What follows belongs to an exercise in optimizing a design on an open flow for small area, a short achievable clock period and few clock cycles; a production flow would make more cautious choices. No run shown here included a check of the RTL's function; only the layout flow was run. Power and IR drop assume default switching activity.

<file path="config.mk">
export PLATFORM = sky130hd
export DESIGN_NAME = ircodec
export DESIGN_NICKNAME = ircodec
export VERILOG_FILES = /design/flow/design.v
export SDC_FILE = /design/flow/constraint.sdc
export NUM_CORES = 4
export LEC_CHECK = 0
export CAP_MARGIN = 20
export CORE_MARGIN = 2
export CORE_UTILIZATION = 40
export SLEW_MARGIN = 20
</file>
<file path="constraint.sdc">
create_clock -name core_clock -period 12.0 [get_ports {clk}]
set_input_delay 2.4000 -clock core_clock [delete_from_list [all_inputs] [get_ports {clk}]]
set_output_delay 2.4000 -clock core_clock [all_outputs]
set_load 0.01 [all_outputs]
</file>
<file path="design.v">
module ircodec_muldiv (
    input  wire        div,      
    input  wire        bit_r,    
    input  wire [31:0] v,
    input  wire [36:0] x,
    output wire [36:0] x_next,
    output wire        ovf       
);
    localparam [20:0] REF_RATE = 21'd1000000;
    wire [37:0] mul = {x, 1'b0} + (bit_r ? {6'd0, v} : 38'd0);
    wire [20:0] sh  = {x[36:17], x[16]};
    wire        ge  = sh >= REF_RATE;
    wire [20:0] sub = sh - REF_RATE;
    wire [19:0] rem = ge ? sub[19:0] : sh[19:0];
    assign x_next = div ? {rem, x[15:0], ge} : mul[36:0];
    assign ovf    = mul[37] | mul[36];
endmodule
module ircodec_match (
    input  wire [15:0] d,
    input  wire [15:0] n,
    input  wire [15:0] m,
    output wire        hit
);
    wire [17:0] lo = {2'b00, n} - {2'b00, m};    
    wire [17:0] hi = {2'b00, n} + {2'b00, m};
    wire [17:0] dd = {2'b00, d};
    assign hit = ($signed(lo) < $signed(dd)) && (dd < hi);
endmodule
module ircodec (
    input  wire        clk,
    input  wire        rst,
    input  wire        cmd_valid,
    output wire        cmd_ready,
    input  wire [31:0] cmd_word,
    input  wire [31:0] cmd_arg0,
    input  wire [31:0] cmd_arg1,
    output wire [31:0] res0,
    output wire [31:0] res1,
    output wire [31:0] status,
    output wire [31:0] cfg_state,
    output wire [31:0] cfg_res,
    output wire [31:0] cfg_margin,
    output wire [31:0] tt_leader,
    output wire [31:0] tt_bit0,
    output wire [31:0] tt_bit1,
    output wire [31:0] tt_ending,
    output wire [31:0] tt_margin,
    output wire [31:0] enc_state,
    output wire [31:0] seq_tx,
    output wire [31:0] seq_next,
    output wire [31:0] dec_result,
    output wire [7:0]  pl_rd_addr,
    input  wire [7:0]  pl_rd_data,
    output reg         pl_we,
    output wire [7:0]  pl_wr_addr,
    output wire [7:0]  pl_wr_data,
    output reg         tx_we,
    output wire [6:0]  tx_addr,
    output wire [31:0] tx_wdata,
    output wire [6:0]  rx_rd_addr,
    input  wire [31:0] rx_rd_data,
    output reg         dst_we,
    output wire [7:0]  dst_wr_addr,
    output wire [7:0]  dst_wr_data,
    output wire [7:0]  dst_rd_addr,
    input  wire [7:0]  dst_rd_data
);
    localparam [3:0] C_OK        = 4'h0, C_STARVED   = 4'h1, C_EMPTY     = 4'h2,
                     C_TIMING    = 4'h3, C_LEADER    = 4'h4, C_ENDING    = 4'h5,
                     C_SHORT     = 4'h6, C_LENGTH    = 4'h7, C_DESTSMALL = 4'h8,
                     C_CFGINV    = 4'h9, C_NOTINIT   = 4'hA, C_ALREADY   = 4'hB,
                     C_ILLEGAL   = 4'hC, C_ARGRANGE  = 4'hD;
    localparam [1:0] PH_LEADER = 2'd0, PH_DATA = 2'd1, PH_ENDING = 2'd2;
    localparam [3:0] S_IDLE  = 4'd0,
                     S_DISP  = 4'd1,
                     S_IMUL  = 4'd2,
                     S_IDIV  = 4'd3,
                     S_ICHK1 = 4'd4,
                     S_ICHK2 = 4'd5,
                     S_ENC   = 4'd6,
                     S_DLEAD = 4'd7,
                     S_DDATA = 4'd8,
                     S_DEND  = 4'd9,
                     S_DCOM  = 4'd10,
                     S_SB    = 4'd11,
                     S_SC    = 4'd12,
                     S_SC2   = 4'd13;
    reg [3:0] state;
    reg       rdy;
    reg [31:0] r_res0, r_res1;
    reg [3:0]  st_code;
    reg [7:0]  st_lastop;
    reg        tt_valid;
    reg [31:0] r_cfg_res, r_cfg_margin;
    reg [15:0] t_la, t_ba, t_b1i, t_m;    
    reg [1:0]  phase;
    reg [8:0]  pcur;
    reg [2:0]  bcur;
    reg [31:0] r_seq_tx, r_seq_next;
    reg [3:0]  dec_count;
    reg [3:0]  dec_code;
    reg        dec_fresh;
    wire [15:0] t_li = {1'b0, t_la[15:1]};
    reg        illegal;
    reg [8:0]  a0l, a1l;      
    reg        a0h, a1h;      
    reg [7:0]  w;             
    reg [7:0]  wa;            
    reg [31:0] wd;            
    reg [7:0]  ra;            
    reg [6:0]  ri;            
    reg [7:0]  byte_r;        
    reg        done;
    reg        flag;          
    reg [3:0]  ksel;          
    reg [3:0]  post_err;      
    reg [31:0] rx_q;          
    reg [120:0] dbuf;         
    reg [36:0] x;             
    reg [4:0]  ctr;
    reg [1:0]  vsel;
    reg        ovf;
    assign cmd_ready  = rdy;
    assign res0       = r_res0;
    assign res1       = r_res1;
    assign status     = {16'd0, st_lastop, 4'd0, st_code};
    assign cfg_state  = {31'd0, tt_valid};
    assign cfg_res    = r_cfg_res;
    assign cfg_margin = r_cfg_margin;
    assign tt_leader  = {t_li, t_la};
    assign tt_bit0    = {t_ba, t_ba};
    assign tt_bit1    = {t_b1i, t_ba};
    assign tt_ending  = {{16{tt_valid}}, t_ba};
    assign tt_margin  = {16'd0, t_m};
    assign enc_state  = {7'd0, pcur, 9'd0, bcur, 2'd0, phase};
    assign seq_tx     = r_seq_tx;
    assign seq_next   = r_seq_next;
    assign dec_result = {7'd0, dec_fresh, 4'd0, dec_code, 12'd0, dec_count};
    assign pl_rd_addr  = ra;
    assign rx_rd_addr  = ri;
    assign dst_rd_addr = {1'b0, ri};
    assign pl_wr_addr  = wa;
    assign tx_addr     = wa[6:0];
    assign dst_wr_addr = wa;
    assign pl_wr_data  = wd[7:0];
    assign tx_wdata    = wd;
    assign dst_wr_data = {dbuf[1], dbuf[2], dbuf[3], dbuf[4],
                          dbuf[5], dbuf[6], dbuf[7], dbuf[8]};
    wire [31:0] sym_leader = {t_li, t_la};
    wire [31:0] sym_bit0   = {t_ba, t_ba};
    wire [31:0] sym_bit1   = {t_b1i, t_ba};
    wire [31:0] sym_ending = {16'hFFFF, t_ba};
    wire arg0_gt256 = a0h | (a0l[8] & (|a0l[7:0]));
    wire arg1_gt256 = a1h | (a1l[8] & (|a1l[7:0]));
    wire arg0_gt128 = a0h | a0l[8] | (a0l[7] & (|a0l[6:0]));
    wire arg1_gt128 = a1h | a1l[8] | (a1l[7] & (|a1l[6:0]));
    wire [7:0] n_m2 = a0l[7:0] - 8'd2;
    wire [3:0] kmax = n_m2[6:3];
    wire       cap_lt = !a1l[8] && (a1l[7:4] == 4'd0) && (a1l[3:0] < kmax);
    reg [31:0] sc_v;
    always @(*) begin
        case (vsel)
            2'd0:    sc_v = 32'd9000;
            2'd1:    sc_v = 32'd560;
            2'd2:    sc_v = 32'd1690;
            default: sc_v = r_cfg_margin;
        endcase
    end
    wire [36:0] x_next;
    wire        x_ovf;
    ircodec_muldiv u_scale (
        .div    (state == S_IDIV),
        .bit_r  (r_cfg_res[ctr]),
        .v      (sc_v),
        .x      (x),
        .x_next (x_next),
        .ovf    (x_ovf)
    );
    wire res_bad = (r_cfg_res == 32'd0) || (r_cfg_res > 32'd7281777);
    wire [17:0] m2  = {1'b0, t_m, 1'b0};
    wire        g01 = ({2'b0, t_ba} + m2) < {2'b0, t_b1i};
    wire        g12 = ({2'b0, t_b1i} + m2) < {2'b0, t_li};
    wire        g23 = ({2'b0, t_li} + m2) < {2'b0, t_la};
    wire [15:0] rx_act  = rx_q[15:0];
    wire [15:0] rx_idle = rx_q[31:16];
    wire m_la, m_li, m_b0a, m_b0i, m_b1i;
    ircodec_match u_m_la  (.d(rx_act),  .n(t_la),  .m(t_m), .hit(m_la));
    ircodec_match u_m_li  (.d(rx_idle), .n(t_li),  .m(t_m), .hit(m_li));
    ircodec_match u_m_b0a (.d(rx_act),  .n(t_ba),  .m(t_m), .hit(m_b0a));
    ircodec_match u_m_b0i (.d(rx_idle), .n(t_ba),  .m(t_m), .hit(m_b0i));
    ircodec_match u_m_b1i (.d(rx_idle), .n(t_b1i), .m(t_m), .hit(m_b1i));
    wire is_leader = m_la && m_li;
    wire sym_ok    = m_b0a && (m_b0i || m_b1i);
    wire sym_bit   = !m_b0i;
    reg [7:0] shot_byte;
    always @(*) begin
        case (w[2:0])
            3'd0:    shot_byte = 8'h4C;
            3'd1:    shot_byte = 8'h54;
            3'd2:    shot_byte = 8'h00;
            3'd3:    shot_byte = r_seq_tx[31:24];
            3'd4:    shot_byte = r_seq_tx[23:16];
            3'd5:    shot_byte = r_seq_tx[15:8];
            default: shot_byte = r_seq_tx[7:0];
        endcase
    end
    wire [31:0] sc_seq = {dbuf[96:89], dbuf[104:97], dbuf[112:105], dbuf[120:113]};
    wire e_data  = (phase == PH_DATA);
    wire e_wok   = (w < a1l[7:0]);
    wire e_pclt  = (pcur < a0l);
    wire e_bit   = e_data && e_wok && e_pclt;
    wire e_end   = ((phase == PH_ENDING) || (e_data && !e_pclt)) && e_wok;
    task finish(input [31:0] v0, input [31:0] v1, input [3:0] code);
        begin
            r_res0  <= v0;
            r_res1  <= v1;
            st_code <= code;
            state   <= S_IDLE;
            rdy     <= 1'b1;
            ri      <= 7'd0;
            ra      <= pcur[7:0];
        end
    endtask
    task dec_fail(input [3:0] code);
        begin
            dec_count <= 4'd0;
            dec_code  <= code;
            dec_fresh <= 1'b0;
            finish(32'd0, 32'd0, code);
        end
    endtask
    task init_clear;
        begin
            r_cfg_res    <= 32'd0;
            r_cfg_margin <= 32'd0;
            t_la         <= 16'd0;
            t_ba         <= 16'd0;
            t_b1i        <= 16'd0;
            t_m          <= 16'd0;
        end
    endtask
    always @(posedge clk) begin
        rx_q <= rx_rd_data;
        if (state == S_DCOM || state == S_SC)
            dbuf <= {dst_rd_data, dbuf[120:8]};
        else
            dbuf <= {dbuf[119:0], sym_bit};
        if (rst) begin
            state        <= S_IDLE;
            rdy          <= 1'b1;
            r_res0       <= 32'd0;
            r_res1       <= 32'd0;
            st_code      <= C_OK;
            st_lastop    <= 8'd0;
            tt_valid     <= 1'b0;
            r_cfg_res    <= 32'd0;
            r_cfg_margin <= 32'd0;
            t_la         <= 16'd0;
            t_ba         <= 16'd0;
            t_b1i        <= 16'd0;
            t_m          <= 16'd0;
            phase        <= PH_LEADER;
            pcur         <= 9'd0;
            bcur         <= 3'd0;
            r_seq_tx     <= 32'd1;
            r_seq_next   <= 32'd1;
            dec_count    <= 4'd0;
            dec_code     <= C_OK;
            dec_fresh    <= 1'b0;
            pl_we        <= 1'b0;
            tx_we        <= 1'b0;
            dst_we       <= 1'b0;
            ra           <= 8'd0;
            ri           <= 7'd0;
        end else begin
            ri <= ri + 7'd1;
            case (state)
                S_IDLE: begin
                    if (cmd_valid) begin
                        rdy       <= 1'b0;
                        state     <= S_DISP;
                        st_lastop <= cmd_word[7:0];
                        illegal   <= (cmd_word[31:8] != 24'd0) ||
                                     (cmd_word[7:0] == 8'd0) || (cmd_word[7:0] > 8'd5);
                        a0l <= cmd_arg0[8:0];
                        a1l <= cmd_arg1[8:0];
                        a0h <= |cmd_arg0[31:9];
                        a1h <= |cmd_arg1[31:9];
                        ra  <= pcur[7:0] + 8'd1;
                        if (!tt_valid) begin
                            r_cfg_res    <= cmd_arg0;
                            r_cfg_margin <= cmd_arg1;
                        end
                    end else begin
                        ri <= 7'd0;
                    end
                end
                S_DISP: begin
                    byte_r <= pl_rd_data;
                    done   <= 1'b0;
                    if (illegal) begin
                        if (!tt_valid) init_clear;
                        finish(32'd0, 32'd0, C_ILLEGAL);
                    end else begin
                        case (st_lastop[2:0])
                            3'd1: begin  
                                if (tt_valid) begin
                                    finish(32'd0, 32'd0, C_ALREADY);
                                end else if (res_bad) begin
                                    init_clear;
                                    finish(32'd0, 32'd0, C_CFGINV);
                                end else begin
                                    x     <= 37'd0;
                                    ctr   <= 5'd22;
                                    vsel  <= 2'd0;
                                    ovf   <= 1'b0;
                                    state <= S_IMUL;
                                end
                            end
                            3'd2: begin  
                                if (!tt_valid) begin
                                    init_clear;
                                    finish(32'd0, 32'd0, C_NOTINIT);
                                end else if (arg0_gt256 || arg1_gt128)
                                    finish(32'd0, 32'd0, C_ARGRANGE);
                                else if (a1l[7:0] == 8'd0)
                                    finish(32'd0, 32'd0, C_STARVED);
                                else begin
                                    state <= S_ENC;
                                    if (phase == PH_LEADER) begin
                                        tx_we <= 1'b1;
                                        wa    <= 8'd0;
                                        wd    <= sym_leader;
                                        w     <= 8'd1;
                                        phase <= PH_DATA;
                                    end else begin
                                        w <= 8'd0;
                                    end
                                end
                            end
                            3'd3: begin  
                                if (!tt_valid) begin
                                    init_clear;
                                    dec_fail(C_NOTINIT);
                                end else if (arg0_gt128 || arg1_gt256)
                                    dec_fail(C_ARGRANGE);
                                else if (a0l[7:1] == 7'd0)
                                    dec_fail(C_SHORT);
                                else begin
                                    ksel     <= cap_lt ? a1l[3:0] : kmax;
                                    post_err <= cap_lt ? C_DESTSMALL :
                                                (n_m2[2:0] != 3'd0) ? C_LENGTH : C_OK;
                                    state    <= S_DLEAD;
                                end
                            end
                            3'd4: begin  
                                if (!tt_valid) init_clear;
                                pl_we <= 1'b1;
                                wa    <= 8'd0;
                                wd    <= {24'd0, 8'h4C};
                                w     <= 8'd1;
                                state <= S_SB;
                            end
                            default: begin  
                                if (!tt_valid) init_clear;
                                flag <= (dst_rd_data == 8'h4C);
                                w    <= 8'd1;
                                if (dec_fresh && dec_count == 4'd7)
                                    state <= S_SC;
                                else begin
                                    dec_fresh <= 1'b0;
                                    finish(32'd0, 32'd0, C_OK);  
                                end
                            end
                        endcase
                    end
                end
                S_IMUL: begin
                    x   <= x_next;
                    ovf <= ovf | x_ovf;
                    ctr <= ctr - 5'd1;
                    if (ctr == 5'd0) begin
                        ctr   <= 5'd16;
                        state <= S_IDIV;
                    end
                end
                S_IDIV: begin
                    x   <= x_next;
                    ctr <= ctr - 5'd1;
                    if (ctr == 5'd0) begin
                        case (vsel)
                            2'd0:    t_la  <= x_next[15:0];
                            2'd1:    t_ba  <= x_next[15:0];
                            2'd2:    t_b1i <= x_next[15:0];
                            default: begin
                                t_m <= x_next[15:0];
                                ovf <= ovf | x_next[16];
                            end
                        endcase
                        vsel <= vsel + 2'd1;
                        x    <= 37'd0;
                        ctr  <= 5'd22;
                        state <= (vsel == 2'd3) ? S_ICHK1 : S_IMUL;
                    end
                end
                S_ICHK1: begin
                    flag  <= !ovf && (t_m != 16'd0) && g01 && g12 && g23;
                    state <= S_ICHK2;
                end
                S_ICHK2: begin
                    if (flag) begin
                        tt_valid <= 1'b1;
                        finish(32'd0, 32'd0, C_OK);
                    end else begin
                        init_clear;
                        finish(32'd0, 32'd0, C_CFGINV);
                    end
                end
                S_ENC: begin
                    tx_we <= 1'b0;
                    if (e_bit) begin
                        tx_we <= 1'b1;
                        wa    <= w;
                        wd    <= byte_r[bcur] ? sym_bit1 : sym_bit0;
                        w     <= w + 8'd1;
                        bcur  <= bcur + 3'd1;
                        if (bcur == 3'd7) begin
                            pcur   <= pcur + 9'd1;
                            byte_r <= pl_rd_data;
                            ra     <= ra + 8'd1;
                        end
                    end else if (e_end) begin
                        tx_we <= 1'b1;
                        wa    <= w;
                        wd    <= sym_ending;
                        w     <= w + 8'd1;
                        phase <= PH_LEADER;
                        pcur  <= 9'd0;
                        bcur  <= 3'd0;
                        done  <= 1'b1;
                    end else begin
                        if (e_data && !e_pclt)
                            phase <= PH_ENDING;
                        finish({24'd0, w}, {31'd0, done}, C_OK);
                    end
                end
                S_DLEAD: begin
                    w <= {1'b0, ksel, 3'd0};
                    if (!is_leader)
                        dec_fail(C_LEADER);
                    else if (ksel != 4'd0)
                        state <= S_DDATA;
                    else if (post_err != C_OK)
                        dec_fail(post_err);
                    else
                        state <= S_DEND;
                end
                S_DDATA: begin
                    w <= w - 8'd1;
                    if (!sym_ok)
                        dec_fail(C_TIMING);
                    else if (w == 8'd1) begin
                        if (post_err != C_OK)
                            dec_fail(post_err);
                        else
                            state <= S_DEND;
                    end
                end
                S_DEND: begin
                    if (!m_b0a)
                        dec_fail(C_ENDING);
                    else if (ksel == 4'd0) begin
                        dec_count <= 4'd0;
                        dec_code  <= C_EMPTY;
                        dec_fresh <= 1'b0;
                        finish(32'd0, 32'd0, C_EMPTY);
                    end else begin
                        dst_we <= 1'b1;
                        wa     <= {4'd0, ksel - 4'd1};
                        state  <= S_DCOM;
                    end
                end
                S_DCOM: begin
                    wa <= wa - 8'd1;
                    if (wa == 8'd0) begin
                        dst_we    <= 1'b0;
                        dec_count <= ksel;
                        dec_code  <= C_OK;
                        dec_fresh <= 1'b1;
                        finish({28'd0, ksel}, 32'd0, C_OK);
                    end
                end
                S_SB: begin
                    w  <= w + 8'd1;
                    wa <= w;
                    wd <= {24'd0, shot_byte};
                    if (w == 8'd7) begin
                        pl_we    <= 1'b0;
                        r_seq_tx <= r_seq_tx + 32'd1;
                        finish(r_seq_tx, 32'd0, C_OK);
                    end
                end
                S_SC: begin
                    w <= w + 8'd1;
                    if (w == 8'd1 && dst_rd_data != 8'h54) flag <= 1'b0;
                    if (w == 8'd2 && dst_rd_data != 8'h00) flag <= 1'b0;
                    if (w == 8'd6) state <= S_SC2;
                end
                S_SC2: begin
                    dec_fresh <= 1'b0;
                    if (!flag)
                        finish(32'd0, 32'd0, C_OK);           
                    else if (sc_seq == r_seq_next) begin
                        r_seq_next <= r_seq_next + 32'd1;
                        finish(32'd1, sc_seq, C_OK);          
                    end else
                        finish(32'd2, sc_seq, C_OK);          
                end
                default: begin
                    state <= S_IDLE;
                    rdy   <= 1'b1;
                end
            endcase
        end
    end
endmodule
</file>
<file path="run.sh">
#!/bin/bash
# synth_recipe.tcl (not shown) runs the flow's synth.tcl, then flattens the netlist and writes it again
# the make line also repeats each setting of config.mk as NAME=value (left out here)
make -C /OpenROAD-flow-scripts/flow DESIGN_CONFIG=/design/flow/config.mk WORK_HOME=/design/flow/orfs CLKGATE_MAP_FILE= SYNTH_SCRIPT=/design/flow/synth_recipe.tcl finish
</file>
==> metrics.md, run 1 <==
| Metric | Value |
|---|---|
| Layout cell share with drive strength beyond 1 | `6.79%` |
| Fillcell total | `9,693` |
| Minimum clock period | `7.33 ns` |
| Die Wd | `323 um` |
| Total Neg Setup Slack | `0 ns` |
| Max-cap viol count | `0` |
| Core ar. | `0.101 mm2` |
| Register area | `0.0133 mm2` |
| Netlist cell types | `92` |
| Buffers & Inverters on Critical Path | `1` |
| Worst Path Required | `12.60 ns` |
| Rows | `117` |
| Area contributors post-synth | `dfxtp_1 23%, ha_1 13%, edfxtp_1 9.6%` |
| Fin. Hold Viols | `0` |
| Largest net degree at the start of global routing | `113` |
| Post-synthesis register bit count | `598` |
| Max Root-Sink Buffers | `3` |
| Synth Flop Type | `dfxtp_1` |
| Routed wire length | `151,000 um` |
| Largest registers | `dbuf (121), x (37)` |
| Worst setup path class | `register to register` |
| Clock latency (worst-skew pair) | `0.68 ns` |
| H-tree depth | `3` |
| Total gr overflow | `0` |
| Switching fraction of total power | `36.8%` |
| Area of the multi-input gates | `0.0247 mm2` |
| Gate Count Post-Synth | `4,614` |
| CP Cell Sequence | `inv_1, ha_1, o21ai_0, a21boi_0, o21ai_0, a21boi_0, o21ai_0, a21oi_1, o41ai_1, o21bai_1, a21oi_1, xnor2_1, ha_1, nand4_1, nor2_1, nand3_1, a31oi_1, a221oi_1, a22oi_1, o211a_2, nand2b_1, nor2_2, a22o_1` |
| Crit end category | `register` |
| Slew Limit Fails | `0` |
| Top cells by count, synth | `473 x nor2_1, 468 x dfxtp_1, 437 x ha_1` |
| Startpoint types | `register` |
| WL/cell | `23.3 um` |
| Final Worst Setup Slack | `4.67 ns` |
| Internal Power | `4.63 mW` |
| Max reg flops | `121` |
| Nets@finish | `5,660` |
| Combinational Power Share | `31.7%` |
| Worst-path clk slew | `0.06 ns` |
| Relative slew slack | `29.2%` |
| Antenna violations before repair | `5` |
| Worst Skew | `0.0439 ns` |
| Post-synth EDFFs | `130` |
| Hold buffers post-CTS | `0` |
| Top reg by flops | `dbuf` |
| DRC violations left | `0` |
| Status | `complete, no violations` |
| VDD IR-drop max | `0.110 mV` |
| Worst slew pin tran | `1.06 ns` |
| Synth warnings | `1` |
| Starting Density | `40.2%` |
| Post_cts resized | `0` |
| Cell area after synthesis | `0.0407 mm2` |
| Slowest stage delay, CP | `0.89 ns` |
| Mean Syn Cell Area | `8.83 um2` |
| Synth-to-Final Area Change | `22.0%` |
| Most common cell in the netlist | `nor2_1` |
| Ys async rst share | `0%` |
| I/O Buffers | `614` |
| Yosys top cell area share | `23.0%` |
| Sw power | `2.70 mW` |
| Register share of total power | `36.1%` |
| Gpl congestion | `0.953` |
| TritonCTS clock tree | `built` |
| CP max stage cell | `nor2_2` |
| Clock sink total | `598` |
| Fmax | `136 MHz` |
| Setup bufs post-CTS | `0` |
| Total CTS buffers | `73` |
| I/O Pins | `725` |
| Total power | `7.32 mW` |
| Via-to-Cell Ratio | `5.67` |
| Hpwl dp | `118,000 um` |
| Total number of vias | `36,800` |
| Final period util | `61.1%` |
| DR pass1 iterations | `6` |
| Setup violators final | `0` |
| First-pass GRT wire length | `221,000 um` |
| Reg2Reg Setup Slack | `4.67 ns` |
| RSZ-0062 raised after global routing | `no` |
| Clk pwr share | `32.1%` |
| Worst hold path type | `register to register` |
| CP delay by family, top | `compound AO/OA/AOI/OAI gates` |
| DP Worst Slack | `4.95 ns` |
| Worst Path Arrival | `7.93 ns` |
| Root Buffer | `clkbuf_16` |
| Pwr dens | `147 mW/mm2` |
| Routed Antenna Nets | `0` |
| Seq/Total Area, Yosys | `32.6%` |
| Critical path's most frequent cell | `o21ai_0` |
| Max FO, Critical Path | `24` |
| Leak | `20.4 nW` |
| Vias in the first global route | `34,800` |
| Die area | `0.104 mm2` |
| Die Y | `323 um` |
| Total track usage | `28.0%` |
| Area leader, netlist | `dfxtp_1` |
| Initial DRC Count | `2,890` |
## worst reg2reg max path, delay by kind of cell (launching register included)
family / cells / cell delay [ns]
AOI/OAI and AO/OA: 14 / 3.97
xor gates and xnor gates: 1 / 0.14
adders and majority gates: 2 / 0.77
buffers and inverters: 1 / 0.22
DFF: 1 / 0.60
and+or+nand+nor: 5 / 1.57
## placed cells by master (no fill, tap or decap), types with 60 or more instances in the layout
cell type / synthesis / layout
a22o_1: 89 / 89
clkbuf_16: 0 / 77
nor3_1: 85 / 83
edfxtp_1: 130 / 130
dfxtp_1: 468 / 468
nand3_1: 101 / 101
o21ai_0: 196 / 196
conb_1: 1 / 110
a21o_1: 67 / 67
a32oi_1: 60 / 60
clkdlybuf4s50_1: 0 / 613
xor2_1: 119 / 119
nand2_1: 292 / 292
nor2_1: 473 / 464
a21oi_1: 321 / 320
inv_1: 220 / 219
ha_1: 437 / 437
a22oi_1: 85 / 85
xnor2_1: 163 / 163
mux2_2: 121 / 121
## logic make-up after synthesis
logic type | Yosys count | synth area share, %
mux | 146 | 4.33
fa+ha+maj | 450 | 14.0
buf+inv | 626 | 7.99
simple gates | 1315 | 15.1
other cells | 1 | 0.00920
flops | 598 | 32.6
xor+xnor | 282 | 6.06
compound gates | 1196 | 19.9
## final timing paths
kind | start | endpoint | depth (start not counted)
max | t_m[2] | r_res0[19] | 23
min | r_res0[0] | r_res0[0] | 1
max reg2reg | t_m[2] | r_res0[19] | 23
min reg2reg | r_res0[0] | r_res0[0] | 1
## per-stage QoR
step	hold slack [ns]	area, um2	std cells	util [%]
3_3_place_gp	0.441	47100	6354	46.4
3_5_place_dp	0.447	47100	6354	46.4
2_1_floorplan	0.433	41200	4723	-
6_report	0.456	49700	6491	49.0
5_1_grt	0.468	49700	6490	49.0
4_1_cts	0.458	49600	6487	48.9
## power groups by stage
stage	registers [mW]	logic (mW)	clock network, mW
3_5_place_dp	2.68	2.29	0
6_report	2.64	2.32	2.35
5_1_grt	2.68	2.53	2.49
3_3_place_gp	2.68	2.28	0
2_1_floorplan	2.56	1.51	0
4_1_cts	2.64	2.31	2.41
## metal layers
metal | wire [um] | global-route usage, %
met5 | 27 | 0
met4 | 5590 | 10.1
met3 | 10800 | 4.05
met2 | 68500 | 45.1
met1 | 66200 | 38.1
## cell type report
type	instances	area share (%)
diodes	1	0.00503
clock buffers	107	4.34
clock inverters	26	0.843
inverters	223	1.68
multi-input cells	3499	49.7
flip-flops and latches	598	26.7
well taps	1368	3.44
repair buffers	669	13.3
==> run 2: changes to the inputs <==
--- a/design.v
+++ b/design.v
@@ -8,9 +8,9 @@
 );
-    localparam [20:0] REF_RATE = 21'd1000000;
+    localparam [14:0] DIVISOR = 15'd15625;
     wire [37:0] mul = {x, 1'b0} + (bit_r ? {6'd0, v} : 38'd0);
-    wire [20:0] sh  = {x[36:17], x[16]};
-    wire        ge  = sh >= REF_RATE;
-    wire [20:0] sub = sh - REF_RATE;
-    wire [19:0] rem = ge ? sub[19:0] : sh[19:0];
-    assign x_next = div ? {rem, x[15:0], ge} : mul[36:0];
+    wire [14:0] sh  = {x[36:23], x[22]};
+    wire        ge  = sh >= DIVISOR;
+    wire [14:0] sub = sh - DIVISOR;
+    wire [13:0] rem = ge ? sub[13:0] : sh[13:0];
+    assign x_next = div ? {rem, x[21:6], ge, 6'd0} : mul[36:0];
     assign ovf    = mul[37] | mul[36];
@@ -20,9 +20,7 @@
     input  wire [15:0] n,
-    input  wire [15:0] m,
+    input  wire [16:0] m,
     output wire        hit
 );
-    wire [17:0] lo = {2'b00, n} - {2'b00, m};    
-    wire [17:0] hi = {2'b00, n} + {2'b00, m};
-    wire [17:0] dd = {2'b00, d};
-    assign hit = ($signed(lo) < $signed(dd)) && (dd < hi);
+    wire [17:0] t = {2'b00, d} + {1'b0, m} - {2'b00, n};
+    assign hit = (t != 18'd0) && (t < {m, 1'b0});
 endmodule
@@ -86,3 +84,5 @@
                      S_SC    = 4'd12,
-                     S_SC2   = 4'd13;
+                     S_SC2   = 4'd13,
+                     S_DWAIT = 4'd14,
+                     S_ICHK3 = 4'd15;
     reg [3:0] state;
@@ -179,17 +179,16 @@
     wire res_bad = (r_cfg_res == 32'd0) || (r_cfg_res > 32'd7281777);
-    wire [17:0] m2  = {1'b0, t_m, 1'b0};
-    wire        g01 = ({2'b0, t_ba} + m2) < {2'b0, t_b1i};
-    wire        g12 = ({2'b0, t_b1i} + m2) < {2'b0, t_li};
-    wire        g23 = ({2'b0, t_li} + m2) < {2'b0, t_la};
+    wire        chk     = (state == S_ICHK1) || (state == S_ICHK2);
     wire [15:0] rx_act  = rx_q[15:0];
     wire [15:0] rx_idle = rx_q[31:16];
-    wire m_la, m_li, m_b0a, m_b0i, m_b1i;
-    ircodec_match u_m_la  (.d(rx_act),  .n(t_la),  .m(t_m), .hit(m_la));
-    ircodec_match u_m_li  (.d(rx_idle), .n(t_li),  .m(t_m), .hit(m_li));
-    ircodec_match u_m_b0a (.d(rx_act),  .n(t_ba),  .m(t_m), .hit(m_b0a));
-    ircodec_match u_m_b0i (.d(rx_idle), .n(t_ba),  .m(t_m), .hit(m_b0i));
-    ircodec_match u_m_b1i (.d(rx_idle), .n(t_b1i), .m(t_m), .hit(m_b1i));
-    wire is_leader = m_la && m_li;
-    wire sym_ok    = m_b0a && (m_b0i || m_b1i);
-    wire sym_bit   = !m_b0i;
+    wire [16:0] mm      = chk ? {t_m, 1'b1} : {1'b0, t_m};
+    wire        lead_a  = (state == S_DWAIT);
+    wire        lead_i  = (state == S_DWAIT) || (state == S_ICHK2);
+    wire u_act, u_i0, u_i1;
+    ircodec_match u_m_act (.d(rx_act),  .n(lead_a ? t_la : t_ba), .m(mm), .hit(u_act));
+    ircodec_match u_m_i0  (.d(rx_idle), .n(lead_i ? t_li : t_ba), .m(mm), .hit(u_i0));
+    ircodec_match u_m_i1  (.d(rx_idle), .n(t_b1i),                .m(mm), .hit(u_i1));
+    reg h_act, h_i0, h_i1;
+    wire is_leader = h_act && h_i0;
+    wire sym_ok    = h_act && (h_i0 || h_i1);
+    wire sym_bit   = !h_i0;
     reg [7:0] shot_byte;
@@ -242,3 +241,11 @@
     always @(posedge clk) begin
-        rx_q <= rx_rd_data;
+        if (state == S_IDIV)
+            rx_q <= {t_li, t_b1i};
+        else if (state == S_ICHK1)
+            rx_q <= {t_la, rx_q[15:0]};
+        else
+            rx_q <= rx_rd_data;
+        h_act <= u_act;
+        h_i0  <= u_i0;
+        h_i1  <= u_i1;
         if (state == S_DCOM || state == S_SC)
@@ -352,3 +359,3 @@
                                                 (n_m2[2:0] != 3'd0) ? C_LENGTH : C_OK;
-                                    state    <= S_DLEAD;
+                                    state    <= S_DWAIT;
                                 end
@@ -391,8 +398,8 @@
                         case (vsel)
-                            2'd0:    t_la  <= x_next[15:0];
-                            2'd1:    t_ba  <= x_next[15:0];
-                            2'd2:    t_b1i <= x_next[15:0];
+                            2'd0:    t_la  <= x_next[21:6];
+                            2'd1:    t_ba  <= x_next[21:6];
+                            2'd2:    t_b1i <= x_next[21:6];
                             default: begin
-                                t_m <= x_next[15:0];
-                                ovf <= ovf | x_next[16];
+                                t_m <= x_next[21:6];
+                                ovf <= ovf | x_next[22];
                             end
@@ -406,3 +413,2 @@
                 S_ICHK1: begin
-                    flag  <= !ovf && (t_m != 16'd0) && g01 && g12 && g23;
                     state <= S_ICHK2;
@@ -410,3 +416,7 @@
                 S_ICHK2: begin
-                    if (flag) begin
+                    flag  <= !ovf && (t_m != 16'd0) && !h_act && !h_i1;
+                    state <= S_ICHK3;
+                end
+                S_ICHK3: begin
+                    if (flag && !h_i0) begin
                         tt_valid <= 1'b1;
@@ -446,2 +456,5 @@
                 end
+                S_DWAIT: begin
+                    state <= S_DLEAD;
+                end
                 S_DLEAD: begin
@@ -469,3 +482,3 @@
                 S_DEND: begin
-                    if (!m_b0a)
+                    if (!h_act)
                         dec_fail(C_ENDING);
==> run 2 against run 1 <==
Against the previous run: clock skew fell by 0.013 ns; die area shrank 13%; first-iteration DRC count fell by 0.66%; clock-buffer cell count decreased by 7; combinational power grew 63%; largest cell class unchanged.
==> metrics.md, run 2 <==
| Metric | Value |
|---|---|
| Gate Count Post-Synth | `3,872 (-16%)` |
| Clock sink total | `601 (+0.50%)` |
| Post-synth EDFFs | `146 (+12%)` |
| CP max stage cell | `dfxtp_1` |
| Total number of vias | `31,800 (-14%)` |
| Pwr dens | `198 mW/mm2 (+34%)` |
| Worst-path clk slew | `0.06 ns (about the same)` |
| CP Cell Sequence | `nor3b_2, buf_4, mux2_2, fa_1, a211oi_1, o21bai_1, a21oi_1, xnor2_1, ha_1, or4_1, o211a_1, a221o_2, a21oi_1, xnor2_1, ha_1, a21o_1, a21o_1, a21oi_1, o21ai_0, a2111oi_0, o21ai_0, a221oi_1, o31a_1` |
| Slowest stage delay, CP | `0.76 ns (-0.13 ns)` |
| Nets@finish | `4,686 (-17%)` |
| VDD IR-drop max | `0.113 mV (+2.8%)` |
| Via-to-Cell Ratio | `5.74 (+1.1%)` |
| Synth-to-Final Area Change | `24.5%` |
| Inst Count DP | `5,412 (-15%)` |
| Leading cell types in the layout, fill and taps excluded | `613 x clkdlybuf4s50_1, 454 x dfxtp_1, 386 x nor2_1` |
| Fillcell total | `8,217 (-15%)` |
| Clock latency (worst-skew pair) | `0.63 ns (-0.05 ns)` |
| Core ar. | `0.0870 mm2 (-14%)` |
| Gpl congestion | `0.988 (+3.7%)` |
| Largest registers | `dbuf (121), x (37)` |
| Total gr overflow | `0 (unchanged)` |
| Worst Path Required | `12.56 ns (-0.04 ns)` |
| Slew Limit Fails | `0 (unchanged)` |
| Minimum clock period | `6.64 ns (-0.694 ns)` |
| Diodes inserted | `0 (-1)` |
| Startpoint types | `register` |
| Antenna violations before repair | `1 (-4)` |
| Area leader, netlist | `dfxtp_1` |
| Root Buffer | `clkbuf_16` |
| Routed Antenna Nets | `0 (unchanged)` |
| Most common cell after layout, fill and taps aside | `clkdlybuf4s50_1` |
| Vias in the first global route | `29,800 (-14%)` |
| Netlist cell types | `92 (unchanged)` |
| Setup violators final | `0 (unchanged)` |
| Worst hold path type | `register to register` |
| Cells on worst reg2reg path | `23 (unchanged)` |
| DRC violations left | `0 (unchanged)` |
| Die Y | `301 um (-6.9%)` |
| Ys async rst share | `0% (unchanged)` |
| Fin. Hold Viols | `0 (unchanged)` |
| Reg2Reg Setup Slack | `5.36 ns (+0.69 ns)` |
| Worst hold path depth | `2 (+1)` |
| Worst Path Arrival | `7.20 ns (-0.73 ns)` |
| I/O Buffers | `614 (unchanged)` |
| Total track usage | `27.5% (-0.48 points)` |
| Seq/Total Area, Yosys | `38.3% (+5.7 points)` |
| Hpwl dp | `99,200 um (-16%)` |
| Relative slew slack | `32.0% (+2.9 points)` |
| Crit Reg-Reg Startpoint | `state[2]` |
| Hold EP | `st_lastop[6]` |
| WL/cell | `23.6 um (+1.4%)` |
| Routed wire length | `131,000 um (-13%)` |
| Initial DRC Count | `2,871 (-0.66%)` |
| Total Neg Setup Slack | `0 ns (unchanged)` |
| RSZ-0062 raised after global routing | `no` |
| Post_cts resized | `0 (unchanged)` |
| Yosys top cell area share | `25.8% (+2.8 points)` |
| TritonCTS clock tree | `built` |
| Worst hold margin | `0.455 ns (-0.00176 ns)` |
| Max FO, Critical Path | `22 (-8.3%)` |
| Most common cell in the netlist | `dfxtp_1` |
| Final period util | `55.3% (-5.8 points)` |
| Setup bufs post-CTS | `0 (unchanged)` |
| Top cells by count, synth | `455 x dfxtp_1, 394 x nor2_1, 252 x nand2_1` |
| Synth Flop Type | `dfxtp_1` |
| Hold buffers post-CTS | `0 (unchanged)` |
| Max reg flops | `121 (unchanged)` |
| Max Root-Sink Buffers | `3 (unchanged)` |
| Worst Skew | `0.0309 ns (-0.0129 ns)` |
| Critical path's most frequent cell | `a21oi_1` |
| Reg-to-Reg End | `h_i1` |
| Rows | `108 (-7.7%)` |
| Fin cells | `5,544 (-15%)` |
| Mean Syn Cell Area | `9.10 um2 (+3.1%)` |
| Top reg by flops | `dbuf` |
| Area contributors post-synth | `dfxtp_1 26%, edfxtp_1 12%, ha_1 6.6%` |
| I/O Pins | `725 (unchanged)` |
| Final core utilization | `50.4% (+1.4 points)` |
| Cell area after synthesis | `0.0352 mm2 (-13%)` |
| Crit end category | `register` |
| Leak | `17.1 nW (-16%)` |
| Worst setup path class | `register to register` |
| Max-cap viol count | `0 (unchanged)` |
| Worst slew pin tran | `1.01 ns (-0.0495 ns)` |
| Post-synthesis register bit count | `601 (+0.50%)` |
| Die Wd | `301 um (-6.9%)` |
| Layout cell share with drive strength beyond 1 | `9.02% (+2.2 points)` |
| Total CTS buffers | `70 (-4.1%)` |
| Fmax | `151 MHz (+10%)` |
| Die area | `0.0905 mm2 (-13%)` |
| Synth warnings | `1 (unchanged)` |
| First-pass GRT wire length | `190,000 um (-14%)` |
| DR pass1 iterations | `6 (unchanged)` |
| H-tree depth | `3 (unchanged)` |
| Starting Density | `40.5% (+0.34 points)` |
| HP Start | `st_lastop[6]` |
| Status | `complete, no violations` |
| Largest net degree at the start of global routing | `170 (+50%)` |
run 2: cell count changes after synthesis, moves of 57 or more:
cell     before  now
a22oi_1      85  151
xnor2_1     163   94
nor2_1      473  394
ha_1        437  187
a21oi_1     321  244
a22o_1       89   32
a32oi_1      60    2
inv_1       220  162
run 2: how the worst max path moves through the flow:
stage | from | cells after the start | end | slack (ns)
detailed placement | state[2] | 23 | h_i1 | 5.45
global route | state[2] | 23 | h_i1 | 4.76
global placement | state[2] | 23 | h_i1 | 5.62
finish | state[2] | 23 | h_i1 | 5.36
floorplan | state[2] | 24 | h_i1 | 5.74
CTS | state[2] | 23 | h_i1 | 5.44
run 2: area by class of cell:
cell class                      count  area, um2  area share (%)
Tap cell                         1155       1450            3.29
Inverter                          163        612            1.39
Clock buffer                      100       2090            4.75
Multi-Input combinational cell   2812      19200            43.8
Sequential cell                   601      13500            30.7
Clock inverter                     29        277           0.630
Timing Repair Buffer              684       6740            15.3
run 2: power by group:
part	internal, mW	switching [mW]	leakage, nW	total (mW)
Sequential	2.43	0.306	5.07	2.74
Combinational	1.53	2.25	10.9	3.78
Clock	1.27	0.912	1.17	2.18
Total	5.23	3.46	17.1	8.69
run 2: routing by layer:
layer | track usage, % | routed length, um
met4 | 9.05 | 4200
met2 | 43.8 | 59800
met3 | 4.22 | 9760
met1 | 38.1 | 57200
met5 | 0 | 0
run 2: worst max-delay path: cells and delay by family (launching register included):
kind            cells  cell delay [ns]
compound gates     14             3.20
xor+xnor            2             0.30
fa+ha+maj           3             0.95
buf+inv             1             0.27
flops               1             0.76
mux                 1             0.41
simple gates        2             0.68
run 2: cells by family after synthesis:
kind of cell	Yosys count	share of synthesized area [%]
AND/OR/NAND/NOR	1143	15.4
flip-flops	601	38.3
other	1	0.0106
multiplexers	191	6.39
AO/OA/AOI/OAI	965	18.7
buffers and inverters	568	8.54
XOR/XNOR	196	4.87
adder cells (fa/ha/maj)	207	7.77
run 2: per-stage QoR:
step	power, mW	cell area, um2	worst slack, ns
after floorplan	5.25	35700	5.74
after global placement	6.45	41400	5.62
after detailed placement	6.46	41400	5.45
after CTS	8.67	43800	5.44
after global routing	9.20	43900	4.76
final	8.69	43900	5.36
==> run 3: changes to the inputs <==
--- a/design.v
+++ b/design.v
@@ -2,4 +2,4 @@
     input  wire        div,      
-    input  wire        bit_r,    
-    input  wire [31:0] v,
+    input  wire        bit_v,    
+    input  wire [22:0] r,
     input  wire [36:0] x,
@@ -9,3 +9,3 @@
     localparam [14:0] DIVISOR = 15'd15625;
-    wire [37:0] mul = {x, 1'b0} + (bit_r ? {6'd0, v} : 38'd0);
+    wire [37:0] mul = {x, 1'b0} + (bit_v ? {15'd0, r} : 38'd0);
     wire [14:0] sh  = {x[36:23], x[22]};
@@ -118,3 +118,3 @@
     reg [120:0] dbuf;         
-    reg [36:0] x;             
+    reg        x_clr;         
     reg [4:0]  ctr;
@@ -159,11 +159,14 @@
     wire       cap_lt = !a1l[8] && (a1l[7:4] == 4'd0) && (a1l[3:0] < kmax);
-    reg [31:0] sc_v;
+    reg bit_v;
     always @(*) begin
         case (vsel)
-            2'd0:    sc_v = 32'd9000;
-            2'd1:    sc_v = 32'd560;
-            2'd2:    sc_v = 32'd1690;
-            default: sc_v = r_cfg_margin;
+            2'd0:    bit_v = ctr[3:0] == 4'd13 || ctr[3:0] == 4'd9 || ctr[3:0] == 4'd8 ||
+                             ctr[3:0] == 4'd5  || ctr[3:0] == 4'd3;
+            2'd1:    bit_v = ctr[3:0] == 4'd9 || ctr[3:0] == 4'd5 || ctr[3:0] == 4'd4;
+            2'd2:    bit_v = ctr[3:0] == 4'd10 || ctr[3:0] == 4'd9 || ctr[3:0] == 4'd7 ||
+                             ctr[3:0] == 4'd4  || ctr[3:0] == 4'd3 || ctr[3:0] == 4'd1;
+            default: bit_v = r_cfg_margin[ctr];
         endcase
     end
+    wire [36:0] x = x_clr ? 37'd0 : dbuf[36:0];
     wire [36:0] x_next;
@@ -172,4 +175,4 @@
         .div    (state == S_IDIV),
-        .bit_r  (r_cfg_res[ctr]),
-        .v      (sc_v),
+        .bit_v  (bit_v),
+        .r      (r_cfg_res[22:0]),
         .x      (x),
@@ -178,2 +181,3 @@
     );
+    wire [4:0] v_top_next = (vsel == 2'd0) ? 5'd9 : (vsel == 2'd1) ? 5'd10 : 5'd31;
     wire res_bad = (r_cfg_res == 32'd0) || (r_cfg_res > 32'd7281777);
@@ -254,2 +258,4 @@
             dbuf <= {dbuf[119:0], sym_bit};
+        if (state == S_IMUL || state == S_IDIV)
+            dbuf[36:0] <= x_next;
         if (rst) begin
@@ -319,4 +325,4 @@
                                 end else begin
-                                    x     <= 37'd0;
-                                    ctr   <= 5'd22;
+                                    x_clr <= 1'b1;
+                                    ctr   <= 5'd13;
                                     vsel  <= 2'd0;
@@ -385,3 +391,3 @@
                 S_IMUL: begin
-                    x   <= x_next;
+                    x_clr <= 1'b0;
                     ovf <= ovf | x_ovf;
@@ -394,3 +400,2 @@
                 S_IDIV: begin
-                    x   <= x_next;
                     ctr <= ctr - 5'd1;
@@ -406,5 +411,5 @@
                         endcase
-                        vsel <= vsel + 2'd1;
-                        x    <= 37'd0;
-                        ctr  <= 5'd22;
+                        vsel  <= vsel + 2'd1;
+                        x_clr <= 1'b1;
+                        ctr   <= v_top_next;
                         state <= (vsel == 2'd3) ? S_ICHK1 : S_IMUL;
--- a/config.mk
+++ b/config.mk
@@ -7,2 +7,3 @@
 export LEC_CHECK = 0
+export ABC_CLOCK_PERIOD_IN_PS = 3000
 export CAP_MARGIN = 20
@@ -10,2 +11,3 @@
 export CORE_UTILIZATION = 40
+export SETUP_SLACK_MARGIN = 5
 export SLEW_MARGIN = 20
==> run 3 against run 2 <==
Against the previous run: setup slack better by 0.37 ns; via count is 1.8% lower; first-iteration DRC count fell by 10%; critical endpoint is now h_i0; still clean; core utilization is 0.12 points higher; routed wire length down 1.0%; critical path type unchanged.
==> metrics.md, run 3 <==
| Metric | Value |
|---|---|
| Inst Count DP | `5,441 (+0.54%)` |
| Slowest stage delay, CP | `0.44 ns (-0.32 ns)` |
| TritonCTS clock tree | `built` |
| Most common cell in the netlist | `nand2_1` |
| Gate Count Post-Synth | `3,937 (+1.7%)` |
| Setup bufs post-CTS | `0 (unchanged)` |
| Total Neg Setup Slack | `0 ns (unchanged)` |
| Most common cell after layout, fill and taps aside | `clkdlybuf4s50_1` |
| Worst Path Arrival | `6.83 ns (-0.37 ns)` |
| Mean Syn Cell Area | `8.59 um2 (-5.7%)` |
| Synth Flop Type | `dfxtp_1` |
| I/O Pins | `725 (unchanged)` |
| Relative slew slack | `33.3% (+1.2 points)` |
| Starting Density | `40.4% (-0.11 points)` |
| Worst Skew | `0.0326 ns (+0.00169 ns)` |
| Synth Area in Adders | `7.99% (+0.21 points)` |
| Clk pwr share | `28.1% (+3.0 points)` |
| Hpwl dp | `97,000 um (-2.1%)` |
| Cell area after synthesis | `0.0338 mm2 (-4.1%)` |
| Largest net degree at the start of global routing | `76 (-55%)` |
| Final period util | `52.3% (-3.0 points)` |
| Internal Power | `4.66 mW (-11%)` |
| Max Root-Sink Buffers | `3 (unchanged)` |
| WL/cell | `23.3 um (-1.5%)` |
| Max-cap viol count | `0 (unchanged)` |
| CP delay by family, top | `compound AO/OA/AOI/OAI gates` |
| Worst setup path class | `register to register` |
| Top cells by count, synth | `498 x nand2_1, 455 x dfxtp_1, 344 x nor2_1` |
| Nets@finish | `4,729 (+0.92%)` |
| Post-synth EDFFs | `110 (-25%)` |
| Final core utilization | `50.5% (+0.12 points)` |
| Seq/Total Area, Yosys | `36.7% (-1.6 points)` |
| Worst hold margin | `0.418 ns (-0.0368 ns)` |
| Buffers & Inverters on Critical Path | `2 (+1)` |
| Synth-to-Final Area Change | `25.1%` |
| Xor/xnor share of the synthesized area | `4.87% (about the same)` |
| Clock sink total | `565 (-6.0%)` |
| Total number of vias | `31,200 (-1.8%)` |
| RSZ-0062 raised after global routing | `no` |
| Leak | `16.6 nW (-3.2%)` |
| Fin. Hold Viols | `0 (unchanged)` |
| Antenna violations before repair | `3 (+2)` |
| Root Buffer | `clkbuf_16` |
| Worst Path Required | `12.56 ns (about the same)` |
| Initial DRC Count | `2,573 (-10%)` |
| Register share of total power | `33.2% (+1.7 points)` |
| Via-to-Cell Ratio | `5.61 (-2.3%)` |
| Total CTS buffers | `69 (-1.4%)` |
| Worst slew pin tran | `0.998 ns (-0.0137 ns)` |
| CP Cell Sequence | `buf_4, nor3b_2, buf_4, mux2_2, ha_1, a21oi_1, o211ai_1, or4_1, a31o_2, a21oi_1, xnor2_1, ha_1, a21oi_1, nor2b_1, a311o_1, a311o_1, a21o_1, a21oi_1, xor2_1, ha_1, a21oi_1, o211ai_1, a31oi_1, o41a_1` |
| Switching fraction of total power | `39.9% (about the same)` |
| Compound-Gate Fraction of Synth Area | `20.1% (+1.4 points)` |
| Setup violators final | `0 (unchanged)` |
| Area contributors post-synth | `dfxtp_1 27%, edfxtp_1 9.8%, ha_1 6.8%` |
| Largest family of logic cells by synthesized area | `compound AO/OA/AOI/OAI gates` |
| Clock latency (worst-skew pair) | `0.64 ns (about the same)` |
| Startpoint types | `register` |
| Crit end category | `register` |
| Total gr overflow | `0 (unchanged)` |
| Layout cell share with drive strength beyond 1 | `6.00% (-3.0 points)` |
| Gpl congestion | `0.947 (-4.2%)` |
| Vias in the first global route | `29,400 (-1.2%)` |
| Routed Antenna Nets | `0 (unchanged)` |
| Worst-path clk slew | `0.06 ns (about the same)` |
| Leading cell types in the layout, fill and taps excluded | `613 x clkdlybuf4s50_1, 496 x nand2_1, 455 x dfxtp_1` |
| First-pass GRT wire length | `190,000 um (about the same)` |
| Post_cts resized | `0 (unchanged)` |
| Sw power | `3.09 mW (-11%)` |
| DR pass1 iterations | `6 (unchanged)` |
| Synth warnings | `1 (unchanged)` |
| Routed wire length | `130,000 um (-1.0%)` |
| H-tree depth | `3 (unchanged)` |
| Max FO, Critical Path | `36 (+64%)` |
| Status | `complete, no violations` |
| Minimum clock period | `6.27 ns (-0.366 ns)` |
| Fin cells | `5,571 (+0.49%)` |
| Critical path's most frequent cell | `a21oi_1` |
| Simple logic cell fraction of the synthesized area | `17.6% (+2.2 points)` |
| Netlist cell types | `87 (-5.4%)` |
| Pwr dens | `183 mW/mm2 (-7.5%)` |
| DRC violations left | `0 (unchanged)` |
| Multiplexer share of the synthesized area | `3.59% (-2.8 points)` |
| Top reg by flops | `dbuf` |
| Combinational Power Share | `38.7% (-4.7 points)` |
| Die Wd | `295 um (-2.0%)` |
| Rows | `106 (-1.9%)` |
| Die Y | `295 um (-2.0%)` |
| Slew Limit Fails | `0 (unchanged)` |
| Core ar. | `0.0837 mm2 (-3.8%)` |
| Yosys top cell area share | `26.9% (+1.1 points)` |
| Fmax | `159 MHz (+5.8%)` |
| Worst hold path type | `register to register` |
| Post-synthesis register bit count | `565 (-6.0%)` |
| Max reg flops | `121 (unchanged)` |
| I/O Buffers | `614 (unchanged)` |
| Die area | `0.0868 mm2 (-4.0%)` |
| Ys async rst share | `0% (unchanged)` |
| CP max stage cell | `or4_1` |
| VDD IR-drop max | `0.122 mV (+7.4%)` |
| Total track usage | `28.7% (+1.2 points)` |
| Hold buffers post-CTS | `0 (unchanged)` |
| Area leader, netlist | `dfxtp_1` |
| Total power | `7.75 mW (-11%)` |
run 3: cell count changes in the layout (fill, tap and decap cells not counted), moves of 25 or more:
cell,previous run,this run
nand3_1,116,81
nor2b_1,22,47
edfxtp_1,146,110
mux2_2,152,34
a22oi_1,151,107
a22o_1,32,68
mux2i_1,26,55
nand2_1,251,496
o21ai_0,157,188
nor2_1,386,337
run 3: logic make-up after synthesis:
family,after synthesis
XOR/XNOR,188
other,1
multiplexers,102
adder cells (fa/ha/maj),204
buffers and inverters,590
AND/OR/NAND/NOR,1299
AO/OA/AOI/OAI,988
flip-flops,565
run 3: cell type report:
cell class,count,area [um2]
tap,1134,1420
timing repair buffer,672,6600
sequential,565,12400
clock inverter,27,369
antenna,3,7.51
multi-input combinational,2891,18800
clock buffer,99,1990
inverter,180,676
fill,8022,41400
run 3: routing by layer:
layer | vias to the layer above | GRT usage [%] | part of all wire, %
met3 | 174 | 4.62 | 7.4
met4 | 0 | 8.62 | 2.6
met2 | 1325 | 45.0 | 45
li1 | 14700 | - | -
met1 | 15100 | 40.5 | 45
met5 | - | 0 | 0
run 3: final timing paths:
| check | from | to | slack [ns] | depth (start not counted) |
|---|---|---|---|---|
| min | dbuf[59] | dbuf[60] | 0.42 | 2 |
| max | state[3] | h_i0 | 5.73 | 24 |
| max reg2reg | state[3] | h_i0 | 5.73 | 24 |
| min reg2reg | dbuf[59] | dbuf[60] | 0.42 | 2 |
run 3: worst min-delay path, delay by kind of cell, from the launching register on:
family | cells | cell delay, ns
simple gates | 2 | 0.09
flops | 1 | 0.30
run 3: per-stage QoR:
stage / area [um2] / worst slack (ns)
after detailed placement: 39900 / 5.82
after floorplan: 34200 / 5.80
final: 42300 / 5.73
after global routing: 42300 / 5.29
after CTS: 42300 / 5.79
after global placement: 39900 / 5.91
run 3: power groups by stage:
stage	clock, mW	combinational, mW	sequential [mW]
2_1_floorplan	0	2.04	2.45
3_3_place_gp	0	2.94	2.60
6_report	2.18	3.00	2.58
5_1_grt	2.29	3.30	2.60
4_1_cts	2.21	2.97	2.57
3_5_place_dp	0	2.95	2.60
==> run 4: changes to the inputs <==
==> flow/run.sh (new file) <==
#!/bin/bash
# Standard layout, with repair_timing aiming well below the clock period
# and plain buffers on the ports. Each tool's output goes to its own log.
set -euo pipefail
export SETUP_SLACK_MARGIN=8.5
export BUFFER_PORTS_ARGS="-buffer_cell sky130_fd_sc_hd__buf_1"
bash standard.sh > standard_make.log 2>&1
==> standard.sh (new file) <==
#!/bin/bash
# synth_recipe.tcl (not shown) runs the flow's synth.tcl, then flattens the netlist and writes it again
# the make line also repeats each setting of config.mk as NAME=value (left out here)
make -C /OpenROAD-flow-scripts/flow DESIGN_CONFIG=/design/flow/config.mk WORK_HOME=/design/flow/orfs CLKGATE_MAP_FILE= SYNTH_SCRIPT=/design/flow/synth_recipe.tcl "${@:-finish}"
--- a/config.mk
+++ b/config.mk
@@ -11,3 +11,2 @@
 export CORE_UTILIZATION = 40
-export SETUP_SLACK_MARGIN = 5
 export SLEW_MARGIN = 20
removed: run.sh
==> run 4 against run 3 <==
Against the previous run: first-iteration DRC count grew 20%; cell count grew 5.7%; still clean on timing, DRC and antenna; critical path type unchanged; die area is the same; synthesized area is the same; fmax grew 16%; global-route usage grew 1.1 points; largest power group unchanged.
==> metrics.md, run 4 <==
| Metric | Value |
|---|---|
| Status | `complete, no violations` |
| Max-cap viol count | `0 (unchanged)` |
| Max Root-Sink Buffers | `3 (unchanged)` |
| Total gr overflow | `0 (unchanged)` |
| Fmax | `185 MHz (+16%)` |
| I/O Pins | `725 (unchanged)` |
| First-pass GRT wire length | `197,000 um (+3.6%)` |
| Fin. Hold Viols | `0 (unchanged)` |
| Synth warnings | `1 (unchanged)` |
| Seq/Total Area, Yosys | `36.7% (unchanged)` |
| Worst Path Required | `12.59 ns (+0.03 ns)` |
| Gpl congestion | `0.960 (+1.4%)` |
| Top cells by count, synth | `498 x nand2_1, 455 x dfxtp_1, 344 x nor2_1` |
| Max reg flops | `121 (unchanged)` |
| Worst hold path depth | `2 (unchanged)` |
| Die Wd | `295 um (unchanged)` |
| Pwr dens | `178 mW/mm2 (-2.8%)` |
| Netlist cell types | `87 (unchanged)` |
| Yosys top cell area share | `26.9% (unchanged)` |
| Leak | `19.4 nW (+17%)` |
| Most common cell after layout, fill and taps aside | `nand2_1` |
| Crit end category | `register` |
| Max FO, Critical Path | `6 (-83%)` |
| Gate Count Post-Synth | `3,937 (unchanged)` |
| Initial DRC Count | `3,083 (+20%)` |
| VDD IR-drop max | `0.136 mV (+11%)` |
| Area leader, netlist | `dfxtp_1` |
| Relative slew slack | `28.7% (-4.5 points)` |
| Ys async rst share | `0% (unchanged)` |
| H-tree depth | `3 (unchanged)` |
| Final period util | `45.0% (-7.3 points)` |
| Leading cell types in the layout, fill and taps excluded | `492 x nand2_1, 350 x buf_6, 325 x nor2_1` |
| Worst setup path class | `register to register` |
| Worst hold margin | `0.419 ns (+0.00131 ns)` |
| Cell area after synthesis | `0.0338 mm2 (unchanged)` |
| Worst Path Arrival | `5.99 ns (-0.84 ns)` |
| Minimum clock period | `5.40 ns (-0.875 ns)` |
| Die Y | `295 um (unchanged)` |
| Post-synthesis register bit count | `565 (unchanged)` |
| Cells on worst reg2reg path | `24 (unchanged)` |
| Antenna violations before repair | `10 (+7)` |
| Total number of vias | `33,600 (+7.5%)` |
| Starting Density | `40.4% (unchanged)` |
| Top reg by flops | `dbuf` |
| Synth Flop Type | `dfxtp_1` |
| Mean Syn Cell Area | `8.59 um2 (unchanged)` |
| Total track usage | `29.8% (+1.1 points)` |
| Worst-path clk slew | `0.06 ns (about the same)` |
| Total CTS buffers | `68 (-1.4%)` |
| Synth-to-Final Area Change | `36.3%` |
| Total power | `8.21 mW (+5.9%)` |
| DRC violations left | `0 (unchanged)` |
| Slew Limit Fails | `0 (unchanged)` |
| Worst Skew | `0.0532 ns (+0.0205 ns)` |
| Startpoint types | `register` |
| Hpwl dp | `95,600 um (-1.5%)` |
| Setup violators final | `0 (unchanged)` |
| Root Buffer | `clkbuf_16` |
| Nets@finish | `5,046 (+6.7%)` |
| Clock latency (worst-skew pair) | `0.65 ns (about the same)` |
| Die area | `0.0868 mm2 (unchanged)` |
| WL/cell | `23.3 um (+0.10%)` |
| Clock sink total | `565 (unchanged)` |
| Most common cell in the netlist | `nand2_1` |
| I/O Buffers | `614 (unchanged)` |
| DR pass1 iterations | `7 (+1)` |
| Core ar. | `0.0837 mm2 (unchanged)` |
| Rows | `106 (unchanged)` |
| Hold buffers post-CTS | `0 (unchanged)` |
| RSZ-0062 raised after global routing | `yes` |
| Via-to-Cell Ratio | `5.70 (+1.7%)` |
| Total Neg Setup Slack | `0 ns (unchanged)` |
| Vias in the first global route | `31,000 (+5.2%)` |
| Worst hold path type | `register to register` |
| Area contributors post-synth | `dfxtp_1 27%, edfxtp_1 9.8%, ha_1 6.8%` |
| Layout cell share with drive strength beyond 1 | `32.4% (+26 points)` |
| Inst Count DP | `5,449 (+0.15%)` |
| Largest net degree at the start of global routing | `86 (+13%)` |
| TritonCTS clock tree | `built` |
| Routed Antenna Nets | `0 (unchanged)` |
| Fin cells | `5,890 (+5.7%)` |
| Worst slew pin tran | `1.06 ns (+0.0627 ns)` |
| Routed wire length | `137,000 um (+5.8%)` |
| Post-synth EDFFs | `110 (unchanged)` |
-- run 4: cell type report --
type                       count  area, um2
tap                         1134       1420
clock buffer                  92       2020
timing repair buffer         988       8200
antenna                        5       12.5
fill                        7482      37600
inverter                     180        703
timing repair inverter         1       7.51
sequential                   565      13200
multi-input combinational   2892      20000
clock inverter                33        453
-- run 4: cells by family after synthesis --
kind of cell	after synthesis	synth area share, %
simple gates	1299	17.6
compound gates	988	20.1
buf+inv	590	9.12
flops	565	36.7
fa+ha+maj	204	7.99
xor+xnor	188	4.87
mux	102	3.59
other cells	1	0.0111
-- run 4: power by group --
group	switching (mW)	internal, mW	total, mW	leakage [nW]
combinational	2.05	1.38	3.43	13.3
clock	0.928	1.31	2.24	1.20
sequential	0.314	2.22	2.54	4.92
total	3.29	4.92	8.21	19.4
-- run 4: layer usage --
layer	track usage [%]	wire, um	vias up	share of wire (%)
met5	0	37	-	0.027
met4	11.7	5760	6	4.2
met3	5.49	11600	284	8.5
met2	47.2	62000	1626	45
met1	40.2	57700	16300	42
li1	-	-	15300	-
-- run 4: stage by stage --
| stage | utilization, % | instance area [um2] | setup WS, ns |
|---|---|---|---|
| after floorplan | - | 34800 | 6.62 |
| after global placement | 43.6 | 36500 | 5.85 |
| after detailed placement | 43.6 | 36500 | 5.77 |
| after CTS | 53.6 | 44900 | 6.64 |
| after global routing | 55.0 | 46100 | 6.37 |
| final | 55.1 | 46100 | 6.60 |
-- run 4: what timing repair did --
item	CTS	global route
gates cloned	6	2
pin swaps	65	70
resized for setup	1398	195
hold endpoints to repair	0	0
setup buffers	240	62
setup endpoints to repair	841	643
-- run 4: path summary, 6_finish.rpt --
| path | from | to | slack, ns |
|---|---|---|---|
| max | state[1] | h_i1 | 6.60 |
| min | dbuf[47] | dbuf[48] | 0.42 |
| max reg2reg | state[1] | h_i1 | 6.60 |
| min reg2reg | dbuf[47] | dbuf[48] | 0.42 |
-- run 4: critical path, stage by stage (launching register included) --
cell       delay [ns]
dfxtp_2          0.33
buf_12           0.12
nor3b_4          0.20
buf_6            0.16
buf_4            0.16
mux2_2           0.38
ha_4             0.30
nand3_1          0.11
o2111ai_1        0.24
xor2_1           0.15
ha_1             0.23
or3_1            0.36
o311a_1          0.37
a21o_1           0.21
a211oi_2         0.31
buf_4            0.17
xnor2_1          0.13
ha_1             0.29
a21o_1           0.17
a21o_1           0.17
a21oi_1          0.13
o21ai_0          0.07
or3_1            0.33
a21oi_2          0.13
o31a_1           0.13

port drivers added, routing unchanged:
In the flow no input, the clock included, has a driving cell. The finished layouts below were timed again as built, in two steps. Step 1: set_driving_cell puts a clkbuf_16 on clk and a buf_2 on each other input, an assumption about the parent block. Step 2 times the ports against the registers' clock, not the clock port: input delays grow and output delays shrink by t, the midpoint of the rising clock arrivals with the driver on. a / b / c = no drivers / after step 1 / after step 2; a / b = the first two.
run | shift t [ns] | setup WS [ns] | worst setup path after step 2 | latest minus earliest clock arrival (ns) | worst register clock-pin slew, ns
run 1 | 0.724 | 4.668 / 4.668 / 4.668 | register to register | 0.045 / 0.045 | 0.07 / 0.07
run 2 | 0.675 | 5.362 / 5.362 / 5.362 | register to register | 0.031 / 0.031 | 0.07 / 0.07
run 3 | 0.691 | 5.727 / 5.727 / 5.727 | register to register | 0.034 / 0.035 | 0.07 / 0.07
run 4 | 0.698 | 6.602 / 6.602 / 6.602 | register to register | 0.054 / 0.054 | 0.07 / 0.07
After both steps setup and hold are still met in every run listed.
